From an optimization exercise on the open Yosys and OpenROAD flow, aimed at small area, a short achievable clock period and few clock cycles; shortcuts taken in it are not production practice.
RTL that was checked went through simulation tests only; none was proved equivalent to the original.
Power figures rest on the tool's default switching activity, not on a simulated workload.

Setup of alpha:
==> flow/design.v <==
module cic_checksum (
    input  wire        clk,
    input  wire        rst,           
    input  wire [2:0]  reg_raddr,
    output reg  [31:0] reg_rdata,
    input  wire        reg_we,
    input  wire [2:0]  reg_waddr,
    input  wire [31:0] reg_wdata,
    output wire        mem_req,
    output wire [18:0] mem_addr,
    input  wire [31:0] mem_rdata
);
    localparam [31:0] POLY      = 32'hEDB8_8320;
    localparam [31:0] FP_6101   = 32'h6170_A4A1;
    localparam [31:0] FP_6102   = 32'h90BB_6CB5;
    localparam [31:0] FP_6103   = 32'h0B05_0EE0;
    localparam [31:0] FP_6106   = 32'hACC8_580A;
    localparam [31:0] SEED_6101 = 32'hF8CA_4DDC;    
    localparam [31:0] SEED_6103 = 32'hA388_6759;
    localparam [31:0] SEED_6105 = 32'hDF26_F436;
    localparam [31:0] SEED_6106 = 32'h1FEA_617A;
    function [32:0] add32;
        input [31:0] a, b;
        input        ce;
        reg   [31:0] g, p, p0;
        integer l, i, j;
        begin
            g  = a & b & {32{ce}};
            p0 = a ^ b;
            p  = p0;
            for (l = 0; l < 5; l = l + 1)
                for (i = 0; i < 32; i = i + 1)
                    if (((i >> l) & 1) == 1) begin
                        j = ((i >> l) << l) - 1;
                        g[i] = g[i] | (p[i] & g[j]);
                        p[i] = p[i] & p[j];
                    end
            add32 = {g[31], p0 ^ {g[30:0], 1'b0}};
        end
    endfunction
    function [8:0] inc8;
        input [7:0] a;
        input       c;
        reg   [8:0] q;
        integer i;
        begin
            q[0] = c;
            for (i = 1; i < 9; i = i + 1)
                q[i] = q[i-1] & a[i-1];
            inc8 = {q[8], a ^ q[7:0]};
        end
    endfunction
    function gt32;
        input [31:0] a, b;
        reg   [31:0] g, e;
        integer l, i;
        begin
            g = a & ~b;
            e = ~(a ^ b);
            for (l = 0; l < 5; l = l + 1)
                for (i = 0; i < 32; i = i + 1)
                    if (i % (2 << l) == 0) begin
                        g[i] = g[i + (1 << l)] | (e[i + (1 << l)] & g[i]);
                        e[i] = e[i + (1 << l)] & e[i];
                    end
            gt32 = g[0];
        end
    endfunction
    localparam [3:0] S_IDLE = 4'd0, S_CRC = 4'd1, S_VID = 4'd2, S_INIT = 4'd3,
                     S_MIX  = 4'd4, S_DRAIN = 4'd5, S_W1I = 4'd6, S_W1L = 4'd7,
                     S_W1E  = 4'd8, S_C0 = 4'd9, S_C1 = 4'd10, S_W0L = 4'd11,
                     S_END  = 4'd12;
    reg  [3:0]  state;
    reg  [18:0] cnt;           
    reg  [1:0]  sub;           
    reg         aux_ph;        
    reg  [4:0]  step;          
    reg         q1_crc, q2_crc;
    reg  [1:0]  q1_sub, q2_sub;
    reg         q1_main, q2_main, q3_main;
    reg  [31:0] d, d2;
    reg  [31:0] r;             
    reg         c6;            
    reg  [2:0]  c4;            
    reg  [31:0] t1, t2, t3, t4, t5, t6;
    reg  [31:0] fp;            
    reg  [2:0]  variant;
    reg  [31:0] buf_len;
    reg         st_busy, st_done, st_short;
    wire v5 = (variant == 3'd5);
    wire v3 = (variant == 3'd3);
    wire v6 = (variant == 3'd6);
    wire [31:0] status = {27'd0, 1'b0, st_done & st_short, st_done & ~st_short, st_done, st_busy};
    always @(*) begin
        case (reg_raddr)
            3'd1:    reg_rdata = status;
            3'd2:    reg_rdata = buf_len;
            3'd3:    reg_rdata = t6;
            3'd4:    reg_rdata = t1;
            3'd5:    reg_rdata = fp;
            3'd6:    reg_rdata = {29'd0, variant};
            default: reg_rdata = 32'd0;
        endcase
    end
    wire start = reg_we && (reg_waddr == 3'd0) && (reg_wdata == 32'h0000_0001) && !st_busy;
    wire len_ok = (buf_len[31:21] != 11'd0) || (buf_len[20] && buf_len[19:12] != 8'd0);
    wire req_crc  = (state == S_CRC);
    wire req_mix  = (state == S_MIX);
    assign mem_req  = req_crc | req_mix;
    assign mem_addr = (req_mix && aux_ph) ? (19'h001D4 + {13'd0, cnt[5:0]}) : cnt;
    wire req_main = req_mix && !aux_ph;
    wire mix_last = (cnt == 19'h403FF) && (v5 ? aux_ph : 1'b1);
    wire [18:0] cnt_inc = cnt + 19'd1;
    reg [7:0] crc_byte;
    always @(*) begin
        case (q2_sub)
            2'd0: crc_byte = d[31:24];
            2'd1: crc_byte = d[23:16];
            2'd2: crc_byte = d[15:8];
            default: crc_byte = d[7:0];
        endcase
    end
    wire [31:0] crc_acc = ~fp;
    reg  [31:0] crc_tab;
    integer k;
    always @(*) begin
        crc_tab = {24'd0, crc_acc[7:0] ^ crc_byte};
        for (k = 0; k < 8; k = k + 1)
            crc_tab = crc_tab[0] ? ((crc_tab >> 1) ^ POLY) : (crc_tab >> 1);
    end
    wire [31:0] crc_next = ~((crc_acc >> 8) ^ crc_tab);
    reg [2:0] ident;
    always @(*) begin
        if      (fp == FP_6101) ident = 3'd1;
        else if (fp == FP_6102) ident = 3'd2;
        else if (fp == FP_6103) ident = 3'd3;
        else if (fp == FP_6106) ident = 3'd6;
        else                    ident = 3'd5;
    end
    reg [31:0] seed;
    always @(*) begin
        case (variant)
            3'd1, 3'd2: seed = SEED_6101;
            3'd3:       seed = SEED_6103;
            3'd6:       seed = SEED_6106;
            default:    seed = SEED_6105;
        endcase
    end
    wire in_c1  = (state == S_C1);
    wire in_w0l = (state == S_W0L);
    wire ce     = !(in_c1 && !v3);                  
    wire en6    = q2_main || in_c1 || (in_w0l && t4[step]);
    wire [31:0] dz = d & {32{en6}};
    wire [32:0] s6 = add32(t6, dz, ce);
    wire [63:0] m_dbl = {mem_rdata, mem_rdata};
    wire [31:0] m_rot = m_dbl[63 - mem_rdata[4:0] -: 32];
    wire [32:0] s5 = add32(t5, r, 1'b1);
    wire        gt = gt32(t2, d);
    wire [31:0] t2_term = gt ? r : (s6[31:0] ^ d);
    wire x_d  = q3_main && v5;
    wire x_t5 = (q3_main && !v5) || in_c1;
    wire [31:0] x  = (d & {32{x_d}}) | (t5 & {32{x_t5}});
    wire [32:0] s1 = add32(t1, x ^ d2, ce);
    always @(posedge clk) begin
        case (state)
            S_W1I:        d <= t5;
            S_C0:         d <= v6 ? t6 : (t6 ^ t4);
            S_W1L, S_W0L: d <= {d[30:0], 1'b0};
            default:      d <= mem_rdata;
        endcase
        r  <= m_rot & {32{q1_main}};
        c6 <= s6[32] & q2_main;
        if (q2_main)                             d2 <= d;
        else if (state == S_C0 && !v6)           d2 <= t2;
        else if (state == S_W1L && t2[step])     d2 <= d;
        else                                     d2 <= 32'd0;
        q1_crc  <= req_crc;
        q1_sub  <= sub;
        q1_main <= req_main;
        q2_crc  <= q1_crc;
        q2_sub  <= q1_sub;
        q2_main <= q1_main;
        q3_main <= q2_main;
        if (q2_crc)
            fp <= crc_next;
        if (state == S_INIT) begin
            t1 <= seed; t2 <= seed; t3 <= seed;
            t4 <= seed; t5 <= seed; t6 <= seed;
            c4 <= 3'd0;
        end else begin
            t6 <= (state == S_C0) ? t3 : s6[31:0];
            {c4[0], t4[7:0]}   <= inc8(t4[7:0],   c6);
            {c4[1], t4[15:8]}  <= inc8(t4[15:8],  c4[0]);
            {c4[2], t4[23:16]} <= inc8(t4[23:16], c4[1]);
            t4[31:24]          <= inc8(t4[31:24], c4[2]);
            t3 <= t3 ^ dz;
            t5 <= s5[31:0];
            if (q2_main) t2 <= t2 ^ t2_term;
            t1 <= s1[31:0];
        end
        if (rst) begin
            state    <= S_IDLE;
            st_busy  <= 1'b0;
            st_done  <= 1'b0;
            st_short <= 1'b0;
            buf_len  <= 32'd0;
            q1_crc   <= 1'b0;
            q2_crc   <= 1'b0;
            q1_main  <= 1'b0;
            q2_main  <= 1'b0;
            q3_main  <= 1'b0;
        end else begin
            if (reg_we && !st_busy && reg_waddr == 3'd2)
                buf_len <= reg_wdata;
            case (state)
                S_IDLE: begin
                    if (start) begin
                        st_done  <= !len_ok;
                        st_short <= !len_ok;
                        st_busy  <= len_ok;
                        if (len_ok) state <= S_CRC;
                        cnt <= 19'h00010;
                        sub <= 2'd0;
                        fp  <= 32'd0;
                    end
                end
                S_CRC: begin
                    sub <= sub + 2'd1;
                    if (sub == 2'd3) begin
                        cnt <= cnt_inc;
                        if (cnt == 19'h003FF) state <= S_VID;
                    end
                end
                S_VID: begin
                    if (!q1_crc && !q2_crc) begin
                        variant <= ident;
                        state   <= S_INIT;
                    end
                end
                S_INIT: begin
                    cnt    <= 19'h00400;
                    aux_ph <= 1'b0;
                    state  <= S_MIX;
                end
                S_MIX: begin
                    if (mix_last) state <= S_DRAIN;
                    if (v5) begin
                        aux_ph <= ~aux_ph;
                        if (aux_ph) cnt <= cnt_inc;
                    end else begin
                        cnt <= cnt_inc;
                    end
                end
                S_DRAIN: begin
                    step <= 5'd0;
                    if (!(q1_main || q2_main || q3_main || c6 || c4 != 3'd0))
                        state <= v6 ? S_W1I : S_C0;
                end
                S_W1I: state <= S_W1L;
                S_W1L: begin
                    step <= step + 5'd1;
                    if (step == 5'd31) state <= S_W1E;
                end
                S_W1E: state <= S_C0;
                S_C0: state <= v6 ? S_W0L : S_C1;
                S_C1: state <= S_END;
                S_W0L: begin
                    step <= step + 5'd1;
                    if (step == 5'd31) state <= S_END;
                end
                S_END: begin
                    st_busy  <= 1'b0;
                    st_done  <= 1'b1;
                    st_short <= 1'b0;
                    state    <= S_IDLE;
                end
                default: state <= S_IDLE;
            endcase
        end
    end
endmodule
clock: 10.0 ns
lec_check: 0
cap_margin: 20
core_margin: 2
core_utilization: 40
setup_slack_margin: 5
slew_margin: 20
run.sh (not shown) runs the stock make flow with config.mk's settings and CLKGATE_MAP_FILE= SYNTH_SCRIPT=/design/flow/synth_recipe.tcl, a recipe that flattens the netlist after the stock synthesis.
#### Input delta (beta over alpha)
-- flow/design.v --
<<< alpha, line 76
    reg         aux_ph;        
    reg  [4:0]  step;          
    reg         q1_crc, q2_crc;
    reg  [1:0]  q1_sub, q2_sub;
>>> beta, line 76
    reg         aux_ph;        
    reg  [4:0]  step;          
    reg         mb;            
    reg         en6;           
    reg         q1_crc, q2_crc;
    reg  [1:0]  q1_sub, q2_sub;
<<< alpha, line 150
    wire in_w0l = (state == S_W0L);
    wire ce     = !(in_c1 && !v3);                  
    wire en6    = q2_main || in_c1 || (in_w0l && t4[step]);
    wire [31:0] dz = d & {32{en6}};
    wire [32:0] s6 = add32(t6, dz, ce);
    wire [63:0] m_dbl = {mem_rdata, mem_rdata};
>>> beta, line 152
    wire in_w0l = (state == S_W0L);
    wire ce     = !(in_c1 && !v3);                  
    wire [31:0] dz = d & {32{en6}};
    wire [4:0]  step_nx = (state == S_W1L || state == S_W0L) ? step + 5'd1 : step;
    wire [32:0] s6 = add32(t6, dz, ce);
    wire [63:0] m_dbl = {mem_rdata, mem_rdata};
<<< alpha, line 157
    wire [32:0] s5 = add32(t5, r, 1'b1);
    wire        gt = gt32(t2, d);
    wire [31:0] t2_term = gt ? r : (s6[31:0] ^ d);
    wire x_d  = q3_main && v5;
    wire x_t5 = (q3_main && !v5) || in_c1;
>>> beta, line 159
    wire [32:0] s5 = add32(t5, r, 1'b1);
    wire        gt = gt32(t2, d);
    wire [31:0] t2_term = (gt ? r : (s6[31:0] ^ dz)) & {32{q2_main}};
    wire x_d  = q3_main && v5;
    wire x_t5 = (q3_main && !v5) || in_c1;
<<< alpha, line 173
        if (q2_main)                             d2 <= d;
        else if (state == S_C0 && !v6)           d2 <= t2;
        else if (state == S_W1L && t2[step])     d2 <= d;
        else                                     d2 <= 32'd0;
        q1_crc  <= req_crc;
        q1_sub  <= sub;
>>> beta, line 175
        if (q2_main)                             d2 <= d;
        else if (state == S_C0 && !v6)           d2 <= t2;
        else if (state == S_W1L && mb)           d2 <= d;
        else                                     d2 <= 32'd0;
        mb  <= (state == S_W1I || state == S_W1L) ? t2[step_nx] : t4[step_nx];
        en6 <= q1_main || (state == S_C0 && !v6) ||
               ((state == S_C0 || (state == S_W0L && step != 5'd31)) && t4[step_nx]);
        q1_crc  <= req_crc;
        q1_sub  <= sub;
<<< alpha, line 196
            t3 <= t3 ^ dz;
            t5 <= s5[31:0];
            if (q2_main) t2 <= t2 ^ t2_term;
            t1 <= s1[31:0];
        end
>>> beta, line 201
            t3 <= t3 ^ dz;
            t5 <= s5[31:0];
            t2 <= t2 ^ t2_term;
            t1 <= s1[31:0];
        end
==> run notes <==
- alpha vs beta, cell with the largest stage delay on the worst path: sky130_fd_sc_hd__mux4_2 vs sky130_fd_sc_hd__a221o_1
- STATUS fmax: beta wins against alpha
- Number of buffer and inverter stages on the critical path ends up higher on alpha.
- On combined global-route utilization of all metal layers: between beta and alpha, it ends up lower for beta.
- Going from alpha to beta, largest stage delay on the critical path lost 0.21 ns; clock share of power lost 17 points; area occupied by multi-input gates lost about 3%.
- beta vs alpha: layout overhead on the synthesized area down in beta
- Register share of the cell area (lower): alpha
- Area after synthesis essentially unchanged between alpha and beta.
- Of beta and alpha, the higher share of final-layout standard cells stronger than drive strength 1 belongs to alpha.
Testbench counts of beta, summed over its fixed seeds: cycles 2,121,512.
The RTL of alpha was laid out without a check of its function.

run A:
cic_checksum, a different RTL version from the one above (not shown whole).
For scale: ~130 I/O pins, about 26000 um^2 of cells after synthesis.
==> flow/design.v (excerpt) <==
module cic_checksum (
    input  wire        clk,
    input  wire        rst,           
    input  wire [2:0]  reg_raddr,
    output reg  [31:0] reg_rdata,
    input  wire        reg_we,
    input  wire [2:0]  reg_waddr,
    input  wire [31:0] reg_wdata,
    output wire        mem_req,
    output wire [18:0] mem_addr,
    input  wire [31:0] mem_rdata
);
    localparam [31:0] POLY      = 32'hEDB8_8320;
    localparam [31:0] FP_6101   = 32'h6170_A4A1;
    localparam [31:0] FP_6102   = 32'h90BB_6CB5;
    localparam [31:0] FP_6103   = 32'h0B05_0EE0;
    localparam [31:0] FP_6106   = 32'hACC8_580A;
    localparam [31:0] SEED_6101 = 32'hF8CA_4DDC;    
    localparam [31:0] SEED_6103 = 32'hA388_6759;
    localparam [31:0] SEED_6105 = 32'hDF26_F436;
    localparam [31:0] SEED_6106 = 32'h1FEA_617A;
    function [32:0] add32;
        input [31:0] a, b;
        input        ce;
        reg   [31:0] g, p, p0;
        integer l, i, j;
        begin
            g  = a & b & {32{ce}};
            p0 = a ^ b;
            p  = p0;
            for (l = 0; l < 5; l = l + 1)
                for (i = 0; i < 32; i = i + 1)
                    if (((i >> l) & 1) == 1) begin
                        j = ((i >> l) << l) - 1;
                        g[i] = g[i] | (p[i] & g[j]);
                        p[i] = p[i] & p[j];
                    end
            add32 = {g[31], p0 ^ {g[30:0], 1'b0}};
        end
    endfunction
    function [8:0] inc8;
        input [7:0] a;
        input       c;
        reg   [8:0] q;
        integer i;
        begin
            q[0] = c;
            for (i = 1; i < 9; i = i + 1)
                q[i] = q[i-1] & a[i-1];
            inc8 = {q[8], a ^ q[7:0]};
        end
    endfunction
    function gt32;
        input [31:0] a, b;
        reg   [31:0] g, e;
        integer l, i;
        begin
            g = a & ~b;
            e = ~(a ^ b);
            for (l = 0; l < 5; l = l + 1)
                for (i = 0; i < 32; i = i + 1)
                    if (i % (2 << l) == 0) begin
                        g[i] = g[i + (1 << l)] | (e[i + (1 << l)] & g[i]);
                        e[i] = e[i + (1 << l)] & e[i];
                    end
            gt32 = g[0];
  ...
export LEC_CHECK = 0
export CAP_MARGIN = 20
export CORE_MARGIN = 2
export CORE_UTILIZATION = 40
export CTS_CLUSTER_DIAMETER = 100
export CTS_CLUSTER_SIZE = 24
export SETUP_SLACK_MARGIN = 4.9
export SLEW_MARGIN = 20
create_clock -name core_clock -period 10.0 [get_ports {clk}]
standard.sh (not shown) runs the stock make flow with config.mk's settings and CLKGATE_MAP_FILE= SYNTH_SCRIPT=/design/flow/synth_recipe.tcl, a recipe that flattens the netlist after the stock synthesis.
==> flow/flow/run.sh <==
#!/bin/bash
# Standard layout, except that the port buffers buffer_ports inserts are
# sky130_fd_sc_hd__buf_1 instead of the delay-cell buffer it picks by default,
# and the fanout buffers ABC inserted are removed at floorplan (the resizer
# buffers what still needs it).
set -euo pipefail
export BUFFER_PORTS_ARGS="-buffer_cell sky130_fd_sc_hd__buf_1"
export REMOVE_ABC_BUFFERS=1
bash standard.sh > standard_flow.log 2>&1
Relative to run A, the following input files were edited for run B:
--- a/flow/design.v
+++ b/flow/design.v
@@ -78,13 +78,12 @@
     reg         mb;            
     reg         en6;           
     reg         q1_crc, q2_crc;
     reg  [1:0]  q1_sub, q2_sub;
     reg         q1_main, q2_main, q3_main;
     reg  [31:0] d, d2;
-    reg  [31:0] r;             
     reg         c6;            
     reg  [2:0]  c4;            
     reg  [31:0] t1, t2, t3, t4, t5, t6;
     reg  [31:0] fp;            
     reg  [2:0]  variant;
     reg  [31:0] buf_len;
@@ -151,14 +150,14 @@
     wire in_c1  = (state == S_C1);
     wire in_w0l = (state == S_W0L);
     wire ce     = !(in_c1 && !v3);                  
     wire [31:0] dz = d & {32{en6}};
     wire [4:0]  step_nx = (state == S_W1L || state == S_W0L) ? step + 5'd1 : step;
     wire [32:0] s6 = add32(t6, dz, ce);
-    wire [63:0] m_dbl = {mem_rdata, mem_rdata};
-    wire [31:0] m_rot = m_dbl[63 - mem_rdata[4:0] -: 32];
+    wire [63:0] d_dbl = {d, d};
+    wire [31:0] r     = d_dbl[63 - d[4:0] -: 32];     
     wire [32:0] s5 = add32(t5, r & {32{q2_main}}, 1'b1);
     wire        gt = gt32(t2, d);
     wire [31:0] t2_term = (gt ? r : (s6[31:0] ^ dz)) & {32{q2_main}};
     wire x_d  = (q3_main && v5) || (state == S_W1L && mb);
     wire x_t5 = (q3_main && !v5) || in_c1;
     wire [31:0] x  = (d & {32{x_d}}) | (t5 & {32{x_t5}});
@@ -167,13 +166,12 @@
         case (state)
             S_W1I:        d <= t2;
             S_C0:         d <= v6 ? t6 : (t6 ^ t4);
             S_W1L, S_W0L: d <= {d[30:0], 1'b0};
             default:      d <= mem_rdata;
         endcase
-        r  <= m_rot;
         c6 <= s6[32] & q2_main;
         d2 <= d & {32{q2_main || (state == S_C0 && !v6)}};
         mb  <= (state == S_W1I || state == S_W1L) ? t5[step_nx] : t4[step_nx];
         en6 <= q1_main || (state == S_C0 && !v6) ||
                ((state == S_C0 || (state == S_W0L && step != 5'd31)) && t4[step_nx]);
         q1_crc  <= req_crc;
Findings:
- When the final numbers for run A and run B were put side by side, the post-route cell area turned out to be smaller in run B.
- Run B: TritonCTS sink count is 7.9% lower than what run A reported.
- For the count of unique library cells instantiated by Yosys, run B came in 5 higher than run A did.
- Changes observed in run B relative to run A: final sum of negative setup slack held steady, setup slack increased 0.0099 ns.
- The first-iteration DRC count reported for run B is greater than that of run A by 386.
- [compare] base=run A new=run B: sequential share of power went down 10 points; non-clock buffer count went up 28; peak ir drop on the vdd network went up about 8%; power density normalized to cell area went up 31%; number of buffers created by CTS went down 2.
- Between run A and run B, the wire length of the first global-routing pass is higher for run B.
- Run A and run B ended up with roughly the same arrival time at the worst endpoint.
- Re relative contribution of combinational cells to total power: run B is 17 points up on run A.
Testbench counts of run B, summed over its fixed seeds: cycles 2,121,516.
No functional check of the RTL was part of run A.

[what the ideal ports hide]
How much do the figures lean on ideal ports? The routed layouts below were timed once more, with nothing changed but the port constraints. Step 1 (the two cells are an assumption about what drives the block):
set clk [get_ports {clk}]
set_driving_cell -lib_cell sky130_fd_sc_hd__clkbuf_16 $clk
set_driving_cell -lib_cell sky130_fd_sc_hd__buf_2 [delete_from_list [all_inputs] $clk]
Step 2 moves the port delays by t, midway between the first and last clock arrival at a register: inputs arrive t later, outputs are due t later. That takes back most of the time a late clock gives input paths. a / b / c = ideal / step 1 / step 2; a / b = the first two.
| run | t (ns) | setup WS [ns] | clock arrival spread, ns | slew at the worst register clock pin (ns) |
|---|---|---|---|---|
| alpha | 0.649 | 4.649 / 4.649 / 4.649 | 0.025 / 0.025 | 0.07 / 0.07 |
| beta | 0.655 | 4.763 / 4.669 / 4.571 | 0.019 / 0.020 | 0.07 / 0.07 |
| run A | 0.620 | 4.919 / 4.836 / 4.688 | 0.026 / 0.026 | 0.11 / 0.11 |
| run B | 0.630 | 4.929 / 4.797 / 4.638 | 0.047 / 0.048 | 0.11 / 0.11 |
After both steps every run listed still meets setup and hold. For run B, which loses most, drivers alone change the setup slack by -0.132 ns; drivers and shift together by -0.291 ns.
